What follows belongs to an exercise in optimizing a design on an open flow for small area and a short achievable clock period; a production flow would make more cautious choices.
At most, simulation tests tie the RTL to the original design; equivalence was not proved.
Power figures rest on the tool's default switching activity, not on a simulated workload.

## pwm_block
module pwm_block (
    input  wire        clk,
    input  wire        rst,
    input  wire        fast_tick,
    input  wire        slow_tick,
    input  wire        cmd_valid,
    input  wire [31:0] cmd,
    output reg         rsp_valid,
    output reg  [2:0]  rsp_err,
    output reg  [31:0] rsp_data,
    output wire [5:0]  out
);
    reg        [31:0] fast_q;
    reg        [31:0] slow_q;
    reg               slow_pend_q;
    reg        [5:0]  out_q;
    reg               pwm_on_q;
    reg        [15:0] thr_q;
    reg        [7:0]  stepx_q;      
    reg               dir_q;
    reg        [2:0]  sch_q;
    reg               stopreq_q;
    reg        [1:0]  mode_q;       
    reg               cancelled_q;
    reg               f_illop_q;
    reg               f_busy_q;
    reg               f_invch_q;
    reg               f_operand_q;
    assign out = out_q;
    wire [3:0] op    = cmd[31:28];
    wire [2:0] c_ch  = cmd[27:25];
    wire       c_b   = cmd[24];
    wire [7:0] c_s8  = cmd[23:16];
    wire z_imm = ~|cmd[15:0];
    wire z_s8  = ~|c_s8;
    wire z_ch  = ~|c_ch;
    wire op_rdf   = (op == 4'h1);
    wire op_rds   = (op == 4'h2);
    wire op_rstf  = (op == 4'h3);
    wire op_rsts  = (op == 4'h4);
    wire op_set   = (op == 4'h5);
    wire op_poll  = (op == 4'h6);
    wire op_load  = (op == 4'h7);
    wire op_estep = (op == 4'h8);
    wire op_glow  = (op == 4'h9);
    wire op_pulse = (op == 4'hA);
    wire op_canc  = (op == 4'hB);
    wire op_rdst  = (op == 4'hC);
    wire op_rdenv = (op == 4'hD);
    wire legal =
        ((op_rdf | op_rds | op_rstf | op_rsts | op_canc | op_rdst | op_rdenv) & z_ch & ~c_b & z_s8 & z_imm) |
        (op_set & z_s8 & z_imm) |
        ((op_poll | op_glow) & ~c_b & z_s8) |
        (op_load & z_ch) |
  ...
==> flow/config.mk <==
export PLATFORM = sky130hd
export DESIGN_NAME = pwm_block
export DESIGN_NICKNAME = pwm_block
export VERILOG_FILES = /design/flow/design.v
export SDC_FILE = /design/flow/constraint.sdc
export NUM_CORES = 4
export LEC_CHECK = 0
export ABC_AREA = 1
export CAP_MARGIN = 20
export CORE_MARGIN = 2
export CORE_UTILIZATION = 40
export SLEW_MARGIN = 20
export BUFFER_PORTS_ARGS = -buffer_cell sky130_fd_sc_hd__buf_1
export CTS_ARGS = -sink_clustering_enable -repair_clock_nets -dont_use_dummy_load -buf_list sky130_fd_sc_hd__clkbuf_8
export SETUP_SLACK_MARGIN = 6.5
==> flow/constraint.sdc <==
create_clock -name core_clock -period 12.0 [get_ports {clk}]
set_input_delay 2.4000 -clock core_clock [delete_from_list [all_inputs] [get_ports {clk}]]
set_output_delay 2.4000 -clock core_clock [all_outputs]
set_load 0.01 [all_outputs]
standard.sh (not shown) runs the stock make flow with config.mk's settings and CLKGATE_MAP_FILE= SYNTH_SCRIPT=/design/flow/synth_recipe.tcl, a recipe that flattens the netlist after the stock synthesis.
==> flow/flow/run.sh <==
#!/bin/bash
# Layout flow: the standard ORFS flow (standard.sh) with these changes:
#  * synthesis is the standard synthesis script, except that ABC maps the
#    logic with the area-oriented script flow/abc.script (registers, their
#    names and cell types are untouched);
#  * ports are buffered with buf_1 cells instead of delay buffers;
#  * CTS uses the buffers in CTS_BUF_LIST without dummy loads.
# Each tool's output goes to the ORFS logs under orfs/logs and to flow_*.log here.
set -euo pipefail
W=$(pwd)
F=$W/flow

# synthesis script: synth_recipe.tcl sourcing a copy of ORFS synth.tcl whose
# abc call uses our script
sed "s#^  log_cmd abc {\*}\$abc_args#  log_cmd abc -script $F/abc.script {*}[lrange \$abc_args 2 end]#" \
    "$FLOW_HOME/scripts/synth.tcl" > "$W/my_synth.tcl"
grep -q "abc -script $F/abc.script" "$W/my_synth.tcl"
sed "s#source \$::env(SCRIPTS_DIR)/synth.tcl#source $W/my_synth.tcl#" "$W/synth_recipe.tcl" > "$W/my_synth_recipe.tcl"
grep -q "source $W/my_synth.tcl" "$W/my_synth_recipe.tcl"

cat "$F/extra.mk" >> "$W/config.mk"

sed "s#SYNTH_SCRIPT=[^ ]*synth_recipe.tcl#SYNTH_SCRIPT=$W/my_synth_recipe.tcl#" "$W/standard.sh" > "$W/my_standard.sh"
grep -q "SYNTH_SCRIPT=$W/my_synth_recipe.tcl" "$W/my_standard.sh"

bash "$W/my_standard.sh" > "$W/flow_make.log" 2>&1
==> flow/flow/abc.script <==
strash
&get -n
&dch
&nf
&put
==> flow/flow/extra.mk <==
export BUFFER_PORTS_ARGS = -buffer_cell sky130_fd_sc_hd__buf_1
export CTS_ARGS = -sink_clustering_enable -repair_clock_nets -dont_use_dummy_load -buf_list sky130_fd_sc_hd__clkbuf_8
export SETUP_SLACK_MARGIN = 6.5
The starting point completed without violations.
==> next run, changes <==
--- a/flow/design.v
+++ b/flow/design.v
@@ -189,29 +189,28 @@
     wire [15:0] env_new = thr_hi  ? {11'd0, 2'b11, 2'b00, dir_q} :
                           thr_neg ? 16'd0 :
                           xneg    ? {{11{qn[4]}}, qn} :
                                     {10'd0, qp};
     wire [7:0]  env_stepx_n = clamp ? {{7{~dir_q}}, dir_q} : stepx_q;
     wire        env_dir_n  = dir_q ^ clamp;
     wire       do_env  = a_estep | fg_env;
     wire       do_poll = a_poll | do_env | fg_glow;
     wire [2:0] pch     = cmd_valid ? c_ch : sch_q;
     wire fz      = ~|fast_q[31:9];
     wire lt500   = fz & (fast_q[8:0] < 9'd500);
     wire gt500   = ~fz | (fast_q[8:0] > 9'd500);
-    wire       is_poll = cmd_valid & op_poll;
-    wire [8:0] pthr    = is_poll ? cmd[8:0] : thr_q[8:0];
-    wire lt_raw  = fz & (fast_q[8:0] < pthr);
+    wire lt_imm  = fz & (fast_q[8:0] < cmd[8:0]);
+    wire lt_raw  = fz & (fast_q[8:0] < thr_q[8:0]);
     wire lt_thr  = thr_hi ? lt500 : (~thr_neg & lt_raw);
-    wire lt      = is_poll ? lt_raw : lt_thr;
+    wire lt      = a_poll ? lt_imm : lt_thr;
     wire set_on  = gt500 | (~pwm_on_q & lt);
     wire set_off = pwm_on_q & lt500;
     wire p_wr    = do_poll & (set_on | set_off);
     reg [31:0] fast_inc, slow_inc;
     reg [31:0] fc, sc;
     reg [7:0]  fg4, sg4;
     reg [8:0]  fC, sC;
     integer j;
     always @(*) begin
         for (j = 0; j < 8; j = j + 1) begin
             fg4[j] = &fast_q[4*j +: 4];
             sg4[j] = &slow_q[4*j +: 4];
Result: Final area stays flat. Setup slack gets better by 0.018 ns. Clock power hardly moves. Via count increases by a few percent. Maximum frequency rises slightly. Non-clock buffer count went up by 2. Hold slack barely changes. Total power is lower slightly. Clock-buffer cell count stays the same. Core utilization came out lower by 0.44 points. Die area went up slightly. Global-route usage grows by 0.42 points. Synthesized cell count went up slightly. Cell count increases slightly.
No run of this note included a check of the RTL's function; only the layout flow was run.

* * *

## before
pwm_block, a different RTL version from the one above (not shown whole).
Size: about 890 cells after synthesis, ~7400 sq um of cells after synthesis.
export LEC_CHECK = 0
export ABC_AREA = 1
export CAP_MARGIN = 20
export CORE_MARGIN = 2
export CORE_UTILIZATION = 40
export SLEW_MARGIN = 20
export BUFFER_PORTS_ARGS = -buffer_cell sky130_fd_sc_hd__buf_1
export CTS_ARGS = -sink_clustering_enable -repair_clock_nets -dont_use_dummy_load -buf_list sky130_fd_sc_hd__clkbuf_8
export SETUP_SLACK_MARGIN = 6.5
create_clock -name core_clock -period 12.0 [get_ports {clk}]
Scripts as last shown in full above: flow/flow/run.sh, flow/flow/abc.script, flow/flow/extra.mk
Inputs modified between before and after:
--- a/flow/design.v
+++ b/flow/design.v
@@ -124,34 +124,13 @@
             rn[2] = dp[k] ? r[3] : r[1];
             rn[3] = dp[k] ? r[1] : r[4];
             rn[4] = dp[k] ? r[4] : r[2];
             r = rn;
         end
     end
-    reg [3:0] qy;
-    reg [4:0] ry, ryn;
-    always @(*) begin
-        qy[3] = (v[7:5] >= 3'd5);
-        case (v[7:5])
-            3'd0, 3'd5: ry = 5'b00001;
-            3'd1, 3'd6: ry = 5'b00010;
-            3'd2, 3'd7: ry = 5'b00100;
-            3'd3:       ry = 5'b01000;
-            default:    ry = 5'b10000;
-        endcase
-        for (k = 2; k >= 0; k = k - 1) begin
-            qy[k]  = ry[3] | ry[4] | (ry[2] & v[k + 2]);
-            ryn[0] = v[k + 2] ? ry[2] : ry[0];
-            ryn[1] = v[k + 2] ? ry[0] : ry[3];
-            ryn[2] = v[k + 2] ? ry[3] : ry[1];
-            ryn[3] = v[k + 2] ? ry[1] : ry[4];
-            ryn[4] = v[k + 2] ? ry[4] : ry[2];
-            ry = ryn;
-        end
-    end
-    wire [4:0] qn = {1'b0, qy} + 5'd20 + {4'd0, ry[4] & (v[1:0] != 2'b00)};
+    wire [4:0] qn = {1'b0, qp[3:0]} + 5'd20 + {4'd0, r[4] & (v[1:0] != 2'b00)};
     wire [15:0] env_new = thr_hi  ? {11'd0, 2'b11, 2'b00, dir_q} :
                           thr_neg ? 16'd0 :
                           xneg    ? {{11{qn[4]}}, qn} :
                                     {10'd0, qp};
     wire [7:0]  env_step_n = clamp ? 8'd1 : step_q;
     wire        env_dir_n  = dir_q ^ clamp;
Findings:
before: done, clean on timing, DRC and antenna
after closes out successfully: all stages finished, all timing, DRC and antenna checks passed.
Going from before to after, register-to-register path setup slack comparable, clock latency at the later pin of the worst-skew pair saw a decrease, routed via count divided by cell count saw a decrease, first-iteration DRC count has decreased.
The count of cells along the worst register-to-register path of after exceeds that of before by 6.
[compare] base=before new=after: via count shrank by 4.7%, final-layout clock-cell area share held steady, switching power shrank by 0.0000023 W.

* * *

v20:
Another version of the RTL of pwm_block (not shown whole).
Size: roughly 850 cells after synthesis.
Settings: LEC_CHECK=0, ABC_AREA=1, CAP_MARGIN=20, CORE_MARGIN=2, CORE_UTILIZATION=40, SLEW_MARGIN=20, TNS_END_PERCENT=0, BUFFER_PORTS_ARGS=-buffer_cell sky130_fd_sc_hd__buf_1, CTS_ARGS=-sink_clustering_enable -repair_clock_nets -dont_use_dummy_load -buf_list sky130_fd_sc_hd__clkbuf_8, SETUP_SLACK_MARGIN=7; clock period 12.0 ns.
==> flow/flow/extra.mk <==
export BUFFER_PORTS_ARGS = -buffer_cell sky130_fd_sc_hd__buf_1
export CTS_ARGS = -sink_clustering_enable -repair_clock_nets -dont_use_dummy_load -buf_list sky130_fd_sc_hd__clkbuf_8
export SETUP_SLACK_MARGIN = 7
Scripts as last shown in full above: flow/flow/run.sh, flow/flow/abc.script
Edits applied to the flow inputs when going from v20 to v32:
--- a/flow/design.v
+++ b/flow/design.v
@@ -120,57 +120,21 @@
         for (k = 4; k >= 0; k = k - 1) begin
             qp[k] = r[3] | r[4] | (r[2] & dp[k]);
             rn[0] = dp[k] ? r[2] : r[0];
             rn[1] = dp[k] ? r[0] : r[3];
             rn[2] = dp[k] ? r[3] : r[1];
             rn[3] = dp[k] ? r[1] : r[4];
             rn[4] = dp[k] ? r[4] : r[2];
             r = rn;
         end
     end
-    reg  [4:0] qn;
-    always @(*) begin
-        case ({qp[3:0], r[4] & (v[1:0] != 2'b00)})
-            5'd0: qn = 5'd20;
-            5'd1: qn = 5'd21;
-            5'd2: qn = 5'd21;
-            5'd3: qn = 5'd22;
-            5'd4: qn = 5'd22;
-            5'd5: qn = 5'd23;
-            5'd6: qn = 5'd23;
-            5'd7: qn = 5'd24;
-            5'd8: qn = 5'd24;
-            5'd9: qn = 5'd25;
-            5'd10: qn = 5'd25;
-            5'd11: qn = 5'd26;
-            5'd12: qn = 5'd26;
-            5'd13: qn = 5'd27;
-            5'd14: qn = 5'd27;
-            5'd15: qn = 5'd28;
-            5'd16: qn = 5'd28;
-            5'd17: qn = 5'd29;
-            5'd18: qn = 5'd29;
-            5'd19: qn = 5'd30;
-            5'd20: qn = 5'd30;
-            5'd21: qn = 5'd31;
-            5'd22: qn = 5'd31;
-            5'd23: qn = 5'd0;
-            5'd24: qn = 5'd0;
-            5'd25: qn = 5'd1;
-            5'd26: qn = 5'd1;
-            5'd27: qn = 5'd2;
-            5'd28: qn = 5'd2;
-            5'd29: qn = 5'd3;
-            5'd30: qn = 5'd3;
-            5'd31: qn = 5'd4;
-        endcase
-    end
+    wire [4:0] qn = {1'b0, qp[3:0]} + 5'd20 + {4'd0, r[4] & (v[1:0] != 2'b00)};
     wire [15:0] env_new = thr_hi  ? {11'd0, 2'b11, 2'b00, dir_q} :
                           thr_neg ? 16'd0 :
                           xneg    ? {{11{qn[4]}}, qn} :
                                     {10'd0, qp};
     wire [7:0]  env_step_n = clamp ? 8'd1 : step_q;
     wire        env_dir_n  = dir_q ^ clamp;
     wire       do_env  = a_estep | fg_env;
     wire       do_poll = a_poll | do_env | fg_glow;
     wire [2:0] pch     = cmd_valid ? c_ch : sch_q;
     wire fz      = ~|fast_q[31:9];
@@ -214,29 +178,30 @@
             sc[4*j]     = sC[j];
             sc[4*j + 1] = sC[j] & slow_q[4*j];
             sc[4*j + 2] = sC[j] & slow_q[4*j] & slow_q[4*j + 1];
             sc[4*j + 3] = sC[j] & slow_q[4*j] & slow_q[4*j + 1] & slow_q[4*j + 2];
         end
         sC[0] = 1'b0;
         slow_inc = slow_q ^ (sc & {32{slow_tick}});
     end
     wire fast_clr = a_rstf | a_pulse | (do_poll & gt500);
     wire slow_clr = a_rsts | a_pulse;
-    wire      o_wr  = a_set | p_wr;
-    wire      o_val = a_set ? c_b : set_on;
     reg [5:0] out_n;
     integer i;
     always @(*) begin
         out_n = out_q;
-        for (i = 0; i < 6; i = i + 1)
-            if (o_wr && pch == i)
-                out_n[i] = o_val;
+        for (i = 0; i < 6; i = i + 1) begin
+            if (a_set && c_ch == i)
+                out_n[i] = c_b;
+            if (p_wr && pch == i)
+                out_n[i] = set_on;
+        end
     end
     wire [31:0] rd_data =
         ({32{op_rdf}}   & fast_q) |
         ({32{op_rds}}   & slow_q) |
         ({32{op_rdst}}  & {12'd0, f_operand_q, f_invch_q, f_busy_q, f_illop_q,
                            1'b0, sch_q, cancelled_q, stopreq_q, mode_q,
                            dir_q, pwm_on_q, out_q}) |
         ({32{op_rdenv}} & {8'd0, step_q, thr_q});
     always @(posedge clk) begin
         rsp_err  <= err;
--- outcome ---
v32 -> v20: arrival time reported for the critical path endpoint flat. | sequential portion of the cell area | v32 vs v20 | 0.71 points higher |. v32 against v20: fraction of the mapped netlist area in adder cells roughly the same; maximum frequency from static timing analysis now sits lower. In v32, post-synthesis instance area is higher than in v20. The lower global routing met1 resource utilization came out of v20.
The RTL of v20 was laid out without a check of its function.

-- port drivers added, routing unchanged --
Ports are ideal in the flow. The routed layouts listed here were re-timed in OpenROAD. Step 1 sets driving cells, clkbuf_16 on the clock port and buf_2 on the other inputs (assumed; they add their load-dependent delay and slew). Step 2 adds t to the input delays and takes it off the output delays; t is the mean of the earliest and latest rising clock arrival at the registers after step 1. Input paths then give back, and output paths get back, about the clock's delay inside the block. a / b / c = no drivers / after step 1 / after step 2; a / b = the first two.
run | t (ns) | setup WS [ns] | worst setup path at the end
the first run of note 1 | 0.485 | 6.539 / 6.557 / 6.071 | input to register
the second run of note 1 | 0.483 | 6.557 / 6.575 / 6.092 | input to register
before | 0.493 | 6.750 / 6.765 / 6.272 | input to register
after | 0.477 | 6.645 / 6.657 / 6.180 | input to register
v20 | 0.473 | 7.052 / 7.065 / 6.592 | input to register
v32 | 0.488 | 7.017 / 7.026 / 6.538 | input to register
After both steps every run listed still meets setup and hold. For v32, which loses most, drivers alone change the setup slack by +0.009 ns; drivers and shift together by -0.479 ns.
